From an optimization exercise on the open Yosys and OpenROAD flow, aimed at small area; shortcuts taken in it are not production practice. In this exercise RTL edits were held to simulation tests only and were not proved equivalent to the original. Power figures rest on the tool's default switching activity, not on a simulated workload.

==> design.v <==
module edgetimer #(
    parameter integer THRESH_DHT   = 40,
    parameter integer THRESH_IR    = 100,
    parameter integer T_START_LOW  = 200,
    parameter integer T_START_HIGH = 30
) (
    input  wire        clk,
    input  wire        rst,
    input  wire        cmd_valid,
    output wire        cmd_ready,
    input  wire [15:0] cmd,
    input  wire [7:0]  din_a,
    input  wire [7:0]  din_b,
    output reg         rsp_valid,
    output reg  [7:0]  rsp_data,
    output reg         rsp_flag,
    output reg  [1:0]  rsp_status,
    output reg         rsp_ill,
    input  wire        dht_in,
    output reg         dht_out,
    output reg         dht_oe,
    input  wire        ir_in
);
    localparam [7:0] MAX_TICKS = 8'hFF;
    localparam [1:0] ST_OK       = 2'd0;
    localparam [1:0] ST_TIMEOUT  = 2'd1;
    localparam [1:0] ST_CHECKSUM = 2'd2;
    localparam [1:0] ST_OVERWR   = 2'd3;
    localparam [3:0] S_IDLE        = 4'd0;
    localparam [3:0] S_START_LOW   = 4'd1;    
    localparam [3:0] S_START_HIGH  = 4'd2;    
    localparam [3:0] S_START_DET   = 4'd1;    
    localparam [3:0] S_AWAIT       = 4'd3;    
    localparam [3:0] S_SAMPLE_LOW  = 4'd4;
    localparam [3:0] S_SAMPLE_HIGH = 4'd5;
    localparam [3:0] S_DONE        = 4'd7;
    localparam [3:0] S_FAILED      = 4'd8;
    localparam [1:0] OP_NONE = 2'd0;
    localparam [1:0] OP_MEAS = 2'd1;
    localparam [1:0] OP_DHT  = 2'd2;
    localparam [1:0] OP_IR   = 2'd3;
    reg  [7:0]  cnt;
    reg  [7:0]  limit;
    reg  [39:0] frame;           
    reg  [5:0]  frame_len;
    reg  [5:0]  frame_wr;
    reg         busy;
    reg  [1:0]  op;
    reg         meas_level;      
    reg         meas_sel;
    reg  [3:0]  dht_major;
    reg  [1:0]  dht_phase;       
    reg  [7:0]  dht_hum;
    reg  [7:0]  dht_temp;
    reg  [7:0]  dht_par;
    reg  [3:0]  ir_major;
    reg         ir_offset;
    reg         ir_unread;
    reg  [7:0]  ir_addr;
    reg  [7:0]  ir_cmd;
    reg  [7:0]  ir_edge_ticks;
    wire [3:0] unit = cmd[15:12];
    wire [3:0] func = cmd[11:8];
    wire [7:0] imm  = cmd[7:0];
    wire is_cnt_reset   = (cmd == 16'h0000);
    wire is_cnt_arm     = (cmd == 16'h0100);
    wire is_cnt_expired = (cmd == 16'h0200);
    wire is_cnt_ticks   = (cmd == 16'h0300);
    wire is_et_arm      = (cmd == 16'h1000);
    wire is_et_measure  = (unit == 4'd1) && (func == 4'd1) && (imm[7:2] == 6'd0);
    wire is_et_count    = (cmd == 16'h1200);
    wire is_pc_classify = (cmd == 16'h2000);
    wire is_fa_clear    = (unit == 4'd3) && (func == 4'd0) && (imm[7:6] == 2'd0);
    wire is_fa_push     = (unit == 4'd3) && (func == 4'd1) && (imm[7:1] == 7'd0);
    wire is_fa_pack     = (unit == 4'd3) && (func == 4'd2) && (imm[7:6] == 2'd0);
    wire is_dht_acquire = (cmd == 16'h4000);
    wire is_dht_temp    = (cmd == 16'h4100);
    wire is_dht_hum     = (cmd == 16'h4200);
    wire is_ir_avail    = (cmd == 16'h5000);
    wire is_ir_wait     = (cmd == 16'h5100);
    wire is_ir_read_cmd = (cmd == 16'h5200);
    wire is_ir_read_adr = (cmd == 16'h5300);
    wire is_ir_edge     = (cmd == 16'h5400);
    wire is_ir_clr_edge = (cmd == 16'h5500);
    assign cmd_ready = !rst && !busy;
    wire accept = cmd_valid && cmd_ready;
    wire expired = (cnt >= limit);
    function [7:0] pack8;
        input [39:0] f;
        input [5:0]  s;
        integer i;
        begin
            for (i = 0; i < 8; i = i + 1)
                pack8[7 - i] = f[{26'd0, s} + i];
        end
    endfunction
    wire [5:0] fa_n        = imm[5:0];
    wire       fa_clear_ok = (fa_n != 6'd0) && (fa_n <= 6'd40);
    wire       fa_push_ok  = (frame_wr < frame_len);
    wire       fa_full     = (frame_len != 6'd0) && (frame_wr == frame_len);
    wire       fa_pack_ok  = fa_full && ({1'b0, imm[5:0]} + 7'd8 <= {1'b0, frame_len});
    reg cur_level;
    reg cur_line;
    always @(*) begin
        cur_level = 1'b0;
        cur_line  = 1'b0;
        case (op)
            OP_MEAS: begin
                cur_level = meas_level;
                cur_line  = meas_sel ? ir_in : dht_in;
            end
            OP_DHT: begin
                cur_level = (dht_major == S_AWAIT) ? dht_phase[0]
                          : (dht_major == S_SAMPLE_HIGH);
                cur_line  = dht_in;
            end
            OP_IR: begin
                cur_level = (ir_major == S_SAMPLE_HIGH);
                cur_line  = ir_in;
            end
            default: ;
        endcase
    end
    wire meas_end = !expired && (cur_line != cur_level);
    wire dht_bit  = (cnt > THRESH_DHT[7:0]);
    wire ir_bit   = (cnt > THRESH_IR[7:0]);
    reg [39:0] frame_byp;
    always @(*) begin
        frame_byp = frame;
        frame_byp[frame_wr] = (op == OP_IR) ? ir_bit : dht_bit;
    end
    wire [7:0] v_hum   = pack8(frame_byp, 6'd0);
    wire [7:0] v_temp  = pack8(frame_byp, 6'd16);
    wire [7:0] v_par   = pack8(frame_byp, 6'd32);
    wire       v_sumok = ((v_temp + v_hum) == v_par);
    wire [7:0] v_addr  = ir_offset ? pack8(frame_byp, 6'd1) : pack8(frame_byp, 6'd0);
    wire [7:0] v_w16   = pack8(frame_byp, 6'd16);
    wire [7:0] v_cmd   = ir_offset ? {v_w16[6:0], 1'b0} : v_w16;
    reg  [7:0]  cnt_w, limit_w;          
    reg  [7:0]  cnt_n;                   
    reg  [39:0] frame_n;
    reg  [5:0]  frame_len_n, frame_wr_n;
    reg         busy_n;
    reg  [1:0]  op_n;
    reg         meas_level_n, meas_sel_n;
    reg  [3:0]  dht_major_n;
    reg  [1:0]  dht_phase_n;
    reg  [7:0]  dht_hum_n, dht_temp_n, dht_par_n;
    reg         dht_oe_n, dht_out_n;
    reg  [3:0]  ir_major_n;
    reg         ir_offset_n, ir_unread_n;
    reg  [7:0]  ir_addr_n, ir_cmd_n, ir_edge_ticks_n;
    reg         line_sel;
    always @(*) begin
        cnt_w           = cnt;
        limit_w         = limit;
        frame_n         = frame;
        frame_len_n     = frame_len;
        frame_wr_n      = frame_wr;
        busy_n          = busy;
        op_n            = op;
        meas_level_n    = meas_level;
        meas_sel_n      = meas_sel;
        dht_major_n     = dht_major;
        dht_phase_n     = dht_phase;
        dht_hum_n       = dht_hum;
        dht_temp_n      = dht_temp;
        dht_par_n       = dht_par;
        dht_oe_n        = dht_oe;
        dht_out_n       = dht_out;
        ir_major_n      = ir_major;
        ir_offset_n     = ir_offset;
        ir_unread_n     = ir_unread;
        ir_addr_n       = ir_addr;
        ir_cmd_n        = ir_cmd;
        ir_edge_ticks_n = ir_edge_ticks;
        rsp_valid  = 1'b0;
        rsp_data   = 8'd0;
        rsp_flag   = 1'b0;
        rsp_status = ST_OK;
        rsp_ill    = 1'b0;
        line_sel   = imm[1] ? ir_in : dht_in;
        if (accept) begin
            rsp_valid = 1'b1;
            if (is_cnt_reset) begin
                cnt_w = 8'd0;
            end else if (is_cnt_arm) begin
                limit_w = din_a;
            end else if (is_cnt_expired) begin
                rsp_data = {7'd0, expired};
            end else if (is_cnt_ticks || is_et_count) begin
                rsp_data = cnt;
            end else if (is_et_arm) begin
                cnt_w   = 8'd0;
                limit_w = MAX_TICKS;
            end else if (is_et_measure) begin
                if (expired) begin
                    rsp_data = cnt;
                    rsp_flag = 1'b1;
                end else if (line_sel != imm[0]) begin
                    rsp_data = cnt;
                end else begin
                    rsp_valid    = 1'b0;
                    busy_n       = 1'b1;
                    op_n         = OP_MEAS;
                    meas_level_n = imm[0];
                    meas_sel_n   = imm[1];
                end
            end else if (is_pc_classify) begin
                rsp_data = {7'd0, (din_a > din_b)};
            end else if (is_fa_clear) begin
                if (fa_clear_ok) begin
                    frame_len_n = fa_n;
                    frame_wr_n  = 6'd0;
                end else begin
                    rsp_ill = 1'b1;
                end
            end else if (is_fa_push) begin
                if (fa_push_ok) begin
                    frame_n[frame_wr] = imm[0];
                    frame_wr_n        = frame_wr + 6'd1;
                end else begin
                    rsp_ill = 1'b1;
                end
            end else if (is_fa_pack) begin
                if (fa_pack_ok)
                    rsp_data = pack8(frame, imm[5:0]);
                else
                    rsp_ill = 1'b1;
            end else if (is_dht_acquire) begin
                rsp_valid   = 1'b0;
                busy_n      = 1'b1;
                op_n        = OP_DHT;
                dht_major_n = S_START_LOW;
                dht_phase_n = 2'd0;
                dht_oe_n    = 1'b1;
                dht_out_n   = 1'b0;
                cnt_w       = 8'd0;
                limit_w     = T_START_LOW[7:0];
            end else if (is_dht_temp) begin
                rsp_data = dht_temp;
            end else if (is_dht_hum) begin
                rsp_data = dht_hum;
            end else if (is_ir_avail) begin
                rsp_data = {7'd0, (ir_major == S_START_DET)};
            end else if (is_ir_wait) begin
                if (ir_major == S_START_DET) begin
                    rsp_valid   = 1'b0;
                    busy_n      = 1'b1;
                    op_n        = OP_IR;
                    frame_len_n = 6'd32;
                    frame_wr_n  = 6'd0;
                    cnt_w       = 8'd0;
                    limit_w     = MAX_TICKS;
                    ir_major_n  = ir_in ? S_SAMPLE_HIGH : S_SAMPLE_LOW;
                end else begin
                    rsp_ill = 1'b1;
                end
            end else if (is_ir_read_cmd) begin
                rsp_data    = ir_cmd;
                ir_unread_n = 1'b0;
            end else if (is_ir_read_adr) begin
                rsp_data    = ir_addr;
                ir_unread_n = 1'b0;
            end else if (is_ir_edge) begin
                ir_major_n      = S_START_DET;
                ir_edge_ticks_n = cnt;
            end else if (is_ir_clr_edge) begin
                if (ir_major == S_START_DET)
                    ir_major_n = S_IDLE;
            end else begin
                rsp_ill = 1'b1;           
            end
        end else if (busy && !rst) begin
            case (op)
                OP_MEAS: begin
                    if (expired || meas_end) begin
                        rsp_valid = 1'b1;
                        rsp_data  = cnt;
                        rsp_flag  = expired;
                        busy_n    = 1'b0;
                        op_n      = OP_NONE;
                    end
                end
                OP_DHT: begin
                    case (dht_major)
                        S_START_LOW: begin
                            if (expired) begin
                                dht_major_n = S_START_HIGH;
                                dht_out_n   = 1'b1;
                                cnt_w       = 8'd0;
                                limit_w     = T_START_HIGH[7:0];
                            end
                        end
                        S_START_HIGH: begin
                            if (expired) begin
                                dht_oe_n    = 1'b0;
                                frame_len_n = 6'd40;
                                frame_wr_n  = 6'd0;
                                cnt_w       = 8'd0;
                                limit_w     = MAX_TICKS;
                                dht_major_n = S_AWAIT;
                                dht_phase_n = dht_in ? 2'd1 : 2'd0;
                            end
                        end
                        default: begin    
                            if (expired) begin
                                rsp_valid   = 1'b1;
                                rsp_status  = ST_TIMEOUT;
                                busy_n      = 1'b0;
                                op_n        = OP_NONE;
                                dht_major_n = S_FAILED;
                                frame_len_n = 6'd0;
                                frame_wr_n  = 6'd0;
                            end else if (meas_end) begin
                                if (!(dht_major == S_SAMPLE_HIGH && frame_wr == 6'd39)) begin
                                    cnt_w   = 8'd0;
                                    limit_w = MAX_TICKS;
                                end
                                if (dht_major == S_AWAIT) begin
                                    if (dht_phase == 2'd3)
                                        dht_major_n = S_SAMPLE_LOW;
                                    else
                                        dht_phase_n = dht_phase + 2'd1;
                                end else if (dht_major == S_SAMPLE_LOW) begin
                                    dht_major_n = S_SAMPLE_HIGH;
                                end else begin
                                    frame_n[frame_wr] = dht_bit;
                                    frame_wr_n        = frame_wr + 6'd1;
                                    if (frame_wr == 6'd39) begin
                                        rsp_valid   = 1'b1;
                                        busy_n      = 1'b0;
                                        op_n        = OP_NONE;
                                        frame_len_n = 6'd0;
                                        frame_wr_n  = 6'd0;
                                        if (v_sumok) begin
                                            rsp_status  = ST_OK;
                                            dht_major_n = S_DONE;
                                            dht_hum_n   = v_hum;
                                            dht_temp_n  = v_temp;
                                            dht_par_n   = v_par;
                                        end else begin
                                            rsp_status  = ST_CHECKSUM;
                                            dht_major_n = S_FAILED;
                                        end
                                    end else begin
                                        dht_major_n = S_SAMPLE_LOW;
                                    end
                                end
                            end
                        end
                    endcase
                end
                OP_IR: begin
                    if (expired) begin
                        rsp_valid   = 1'b1;
                        rsp_status  = ST_TIMEOUT;
                        busy_n      = 1'b0;
                        op_n        = OP_NONE;
                        ir_major_n  = S_FAILED;
                        frame_len_n = 6'd0;
                        frame_wr_n  = 6'd0;
                    end else if (meas_end) begin
                        if (!(ir_major == S_SAMPLE_HIGH && frame_wr == 6'd31)) begin
                            cnt_w   = 8'd0;
                            limit_w = MAX_TICKS;
                        end
                        if (ir_major == S_SAMPLE_LOW) begin
                            ir_major_n = S_SAMPLE_HIGH;
                        end else begin
                            frame_n[frame_wr] = ir_bit;
                            frame_wr_n        = frame_wr + 6'd1;
                            if (frame_wr == 6'd31) begin
                                rsp_valid   = 1'b1;
                                busy_n      = 1'b0;
                                op_n        = OP_NONE;
                                frame_len_n = 6'd0;
                                frame_wr_n  = 6'd0;
                                if (v_addr == 8'hFF) begin
                                    rsp_status = ST_CHECKSUM;
                                    ir_major_n = S_FAILED;
                                end else if (ir_unread) begin
                                    rsp_status = ST_OVERWR;
                                    ir_major_n = S_FAILED;
                                end else begin
                                    rsp_status  = ST_OK;
                                    ir_major_n  = S_DONE;
                                    ir_addr_n   = v_addr;
                                    ir_cmd_n    = v_cmd;
                                    ir_unread_n = 1'b1;
                                    ir_offset_n = 1'b1;
                                end
                            end else begin
                                ir_major_n = S_SAMPLE_LOW;
                            end
                        end
                    end
                end
                default: ;
            endcase
        end
        cnt_n = (cnt_w < limit_w) ? cnt_w + 8'd1 : cnt_w;
    end
    always @(posedge clk) begin
        frame <= frame_n;
        if (rst) begin
            cnt           <= 8'd0;
            limit         <= MAX_TICKS;
            frame_len     <= 6'd0;
            frame_wr      <= 6'd0;
            busy          <= 1'b0;
            op            <= OP_NONE;
            meas_level    <= 1'b0;
            meas_sel      <= 1'b0;
            dht_major     <= S_IDLE;
            dht_phase     <= 2'd0;
            dht_hum       <= 8'd0;
            dht_temp      <= 8'd0;
            dht_par       <= 8'd0;
            dht_oe        <= 1'b0;
            dht_out       <= 1'b1;
            ir_major      <= S_IDLE;
            ir_offset     <= 1'b0;
            ir_unread     <= 1'b0;
            ir_addr       <= 8'd0;
            ir_cmd        <= 8'd0;
            ir_edge_ticks <= 8'd0;
        end else begin
            cnt           <= cnt_n;
            limit         <= limit_w;
            frame_len     <= frame_len_n;
            frame_wr      <= frame_wr_n;
            busy          <= busy_n;
            op            <= op_n;
            meas_level    <= meas_level_n;
            meas_sel      <= meas_sel_n;
            dht_major     <= dht_major_n;
            dht_phase     <= dht_phase_n;
            dht_hum       <= dht_hum_n;
            dht_temp      <= dht_temp_n;
            dht_par       <= dht_par_n;
            dht_oe        <= dht_oe_n;
            dht_out       <= dht_out_n;
            ir_major      <= ir_major_n;
            ir_offset     <= ir_offset_n;
            ir_unread     <= ir_unread_n;
            ir_addr       <= ir_addr_n;
            ir_cmd        <= ir_cmd_n;
            ir_edge_ticks <= ir_edge_ticks_n;
        end
    end
endmodule
==> run.sh <==
#!/bin/bash
# synth_recipe.tcl (not shown) runs the flow's synth.tcl, then flattens the netlist and writes it again
# the make line also repeats each setting of config.mk as NAME=value (left out here)
make -C /OpenROAD-flow-scripts/flow DESIGN_CONFIG=/design/flow/config.mk WORK_HOME=/design/flow/orfs CLKGATE_MAP_FILE= SYNTH_SCRIPT=/design/flow/synth_recipe.tcl finish
==> config.mk <==
export PLATFORM = sky130hd
export DESIGN_NAME = edgetimer
export DESIGN_NICKNAME = edgetimer
export VERILOG_FILES = /design/flow/design.v
export SDC_FILE = /design/flow/constraint.sdc
export NUM_CORES = 4
export LEC_CHECK = 0
export CAP_MARGIN = 20
export CORE_MARGIN = 2
export CORE_UTILIZATION = 40
export SLEW_MARGIN = 20
==> constraint.sdc <==
create_clock -name core_clock -period 15.0 [get_ports {clk}]
set_input_delay 3.0000 -clock core_clock [delete_from_list [all_inputs] [get_ports {clk}]]
set_output_delay 3.0000 -clock core_clock [all_outputs]
set_load 0.01 [all_outputs]
==> notes.md <==
layer usage:
layer	routed length [um]	track usage [%]	part of all wire, %
met1	18400	40.9	46
met2	16900	41.0	42
met3	3920	5.60	9.8
met4	966	8.06	2.4
met5	0	0	0
synth_stat cells (20+ instances only):
| library cell | number | share of area [%] |
|---|---|---|
| inv_1 | 64 | 2.2 |
| clkbuf_1 | 59 | 2.0 |
| mux4_2 | 39 | 7.9 |
| a31oi_1 | 20 | 1.1 |
| dfxtp_1 | 79 | 14 |
| nand2_1 | 123 | 4.2 |
| mux2i_1 | 38 | 3.4 |
| ha_1 | 55 | 6.2 |
| o21ai_0 | 116 | 5.2 |
| and2_1 | 20 | 1.1 |
| nor2_1 | 125 | 4.2 |
| nor3_1 | 44 | 2.0 |
| a21oi_1 | 106 | 4.8 |
| nand4_1 | 20 | 1.1 |
| nand3_1 | 22 | 0.99 |
| edfxtp_1 | 40 | 11 |
power by group through the flow:
| stage | clock network (uW) | logic (uW) | registers, uW |
|---|---|---|---|
| final | 395 | 117 | 335 |
| after floorplan | 0 | 79.2 | 341 |
| after global routing | 411 | 127 | 336 |
| after CTS | 398 | 115 | 335 |
| after global placement | 0 | 115 | 342 |
| after detailed placement | 0 | 115 | 342 |
sequential cells by signal (all words and copies together), names as in the netlist, 2 cells and up:
| name | cells |
|---|---|
| dht_major | 4 |
| dht_hum | 8 |
| ir_major | 4 |
| ir_addr | 8 |
| op | 2 |
| dht_phase | 2 |
| ir_cmd | 8 |
| frame_wr | 6 |
| limit | 8 |
| cnt | 8 |
| dht_temp | 8 |
| frame | 40 |
| frame_len | 6 |
kinds of logic (layout without fill, tap and decap cells):
| family | Yosys count | in the layout | synth area share [%] |
|---|---|---|---|
| fa+ha+maj | 57 | 57 | 6.46 |
| buf+inv | 156 | 171 | 5.65 |
| simple gates | 473 | 473 | 21.4 |
| compound gates | 451 | 451 | 26.6 |
| xor+xnor | 26 | 26 | 2.05 |
| mux | 91 | 91 | 12.8 |
| flops | 119 | 119 | 25.0 |
worst max-delay path, delay by kind of cell:
family / cells / cell delay [ps]
AND/OR/NAND/NOR: 5 / 2440
buffers and inverters: 2 / 1430
AO/OA/AOI/OAI: 4 / 660
through the flow:
| step | total power (uW) | util (%) | setup WS, ps |
|---|---|---|---|
| after floorplan | 420 | - | 6090 |
| after global placement | 457 | 43.1 | 4700 |
| after detailed placement | 457 | 43.1 | 4590 |
| after CTS | 848 | 45.1 | 4580 |
| after global routing | 873 | 45.1 | 4200 |
| final | 847 | 45.1 | 4440 |
path summary, 6_finish.rpt:
path / start / end / slack [ps]
max reg2reg: frame_wr[0] / dht_major[1] / 9110
min reg2reg: dht_phase[1] / dht_phase[1] / 480
max: cmd[3] / rsp_data[0] / 4440
min: dht_phase[1] / dht_phase[1] / 480
area by class of cell:
class | count | share of cell area [%]
Multi-Input combinational cell | 1098 | 62.1
Sequential cell | 119 | 22.4
Timing Repair Buffer | 70 | 5.16
Tap cell | 378 | 3.81
Clock buffer | 19 | 3.66
Inverter | 69 | 2.08
Clock inverter | 13 | 0.775
==> flow_summary_export.csv <==
group,metric,value,unit
yosys,synth_edf_count,40,
layout,nFillCells,2724,
drt,drt-initial-drc-count,1337,
clock_tree,post_cts_buffers,0,
yosys,syn_area_per_cell,8.09,um2
yosys,synth_area,11100,um2
clock_tree,tritoncts,"built",
clock_tree,clock_latency,440,ps
worst_setup_path,critical_path_class,"in -> out",
clock_tree,cts_sinks,119,
layout,ff_latch_area,2780,um2
grt,grt_usage,27.8,%
timing,drv_slew,0,
yosys,ys_async_sr_fraction,0,%
drt,num_vias,11200,
yosys,ys_types,99,
timing,post-route-period-util,70.4,%
drt,wl_per_cell,22.7,um
worst_setup_path,max_stage_delay,890,ps
timing,clock.fmax,94.7,MHz
clock_tree,cts_buffer_depth,2,
floorplan,start_util,40.3,%
drt,drt-pass1-iter-count,6,
layout,final_common_cell,"nor2_1",
yosys,synthesis.nets,1466,
drt,wl,40100,um
job,cap_viol_max_count,0,
min_path,whs_path_depth,2,
grt,grt_pass1_wl,61800,um
yosys,synth-seq-area-share,25.0,%
layout,most-common-layout-cells,"125 x nor2_1, 123 x nand2_1, 116 x o21ai_0",
power,irDropWorstVdd,83.4,uV
layout,final_layout_size_suffix_gt1_share,10.1,%
placed_design,post_dp_cell_area,11900,um2
placed_design,io_buffers,52,
placed_design,place_inst,1734,
layout,diodes,0,
layout,multi_input_area,7720,um2
placed_design,gp_congestion,0.977,
worst_setup_path,crit_required,12000,ps
worst_setup_path,worstPathArrival,7560,ps
power,p_switching,245,uW
layout,fin_cells,1766,
clock_tree,clk_pin_slew,60,ps
drt,detail_route.drc_violations,0,
worst_setup_path,crit_slowest_cell,"clkdlybuf4s50_1",
timing,fin_setup_tns,0,ps
floorplan,die_width,171,um
floorplan,die_h,171,um
grt,antenna_found_initial,0,
floorplan,die_area,29100,um2
timing,holdWs,478,ps
clock_tree,numCtsBuffers,17,
power,power.density,68.2,nW/um2
clock_tree,h-tree-depth,4,
yosys,ys_ff_latch,119,
grt,grt_start_max_net_pins,71,
clock_tree,ctsResizeCount,0,
timing,fin_skew,10.1,ps
worst_setup_path,startpoint_type,"input pin",
timing,tightest_slew,1110,ps
power,combPwrFrac,13.8,%
timing,max_slew_margin,26.1,%
timing,setup_violations,0,
timing,rsz0062_at_grt,"false",
worst_setup_path,reg2reg_depth,21,
yosys,synth_warnings,1,
worst_setup_path,worst-path-max-fanout,19,
floorplan,core_area,27600,um2
clock_tree,holdBufCountCts,0,
power,switching_share,28.9,%
yosys,synth_ff_type,"dfxtp_1",
layout,postLayoutCellArea,12400,um2
floorplan,pin_count,53,
power,pwr-share-seq,39.6,%
power,p_clk_share,46.6,%
drt,drtAntennaViolNets,0,
grt,grt_pass1_vias,10300,
layout,area.growth.synth_to_final,11.8,%
worst_setup_path,cp-end-kind,"primary output",
grt,grt.overflow.total,0,
clock_tree,cts-root-buf,"clkbuf_16",
power,intPower,602,uW
run_status,status,"no timing/DRC/antenna violations",
worst_setup_path,crit_chain,"clkdlybuf4s50_1 -> nor4_4 -> nand2_1 -> nor3b_2 -> nand2_1 -> nor3_1 -> a21oi_1 -> o211ai_1 -> a21o_1 -> a22o_1 -> clkdlybuf4s50_1",
timing,hold_violations,0,
timing,post-route-min-period,10560,ps
power,p_leak,0.00446,uW
floorplan,row_count,61,
placed_design,dp_hpwl,30100,um
layout,fin_nets,1468,
drt,viasPerCell,6.34,
min_path,hp-class,"reg -> reg",
yosys,syn_inst,1373,

[port drivers added, routing unchanged]
The results above use ideal ports. As a check the final layout listed here was re-extracted and re-timed, cells and wires unchanged.
Step 1 sets driving cells, clkbuf_16 on the clock port and buf_2 on the other inputs (assumed; they add their load-dependent delay and slew).
Step 2 times the ports against the registers' clock, not the clock port: input delays grow and output delays shrink by t, the midpoint of the rising clock arrivals with the driver on.
a / b / c = no drivers / after step 1 / after step 2; a / b = the first two.
t, ns: 0.489
setup slack, ns: 4.444 / 4.415 / 4.415
clock arrival spread, ns: 0.010 / 0.010
After both steps setup and hold are still met in this run. For this run, drivers alone change the setup slack by -0.029 ns; drivers and shift together by -0.029 ns.
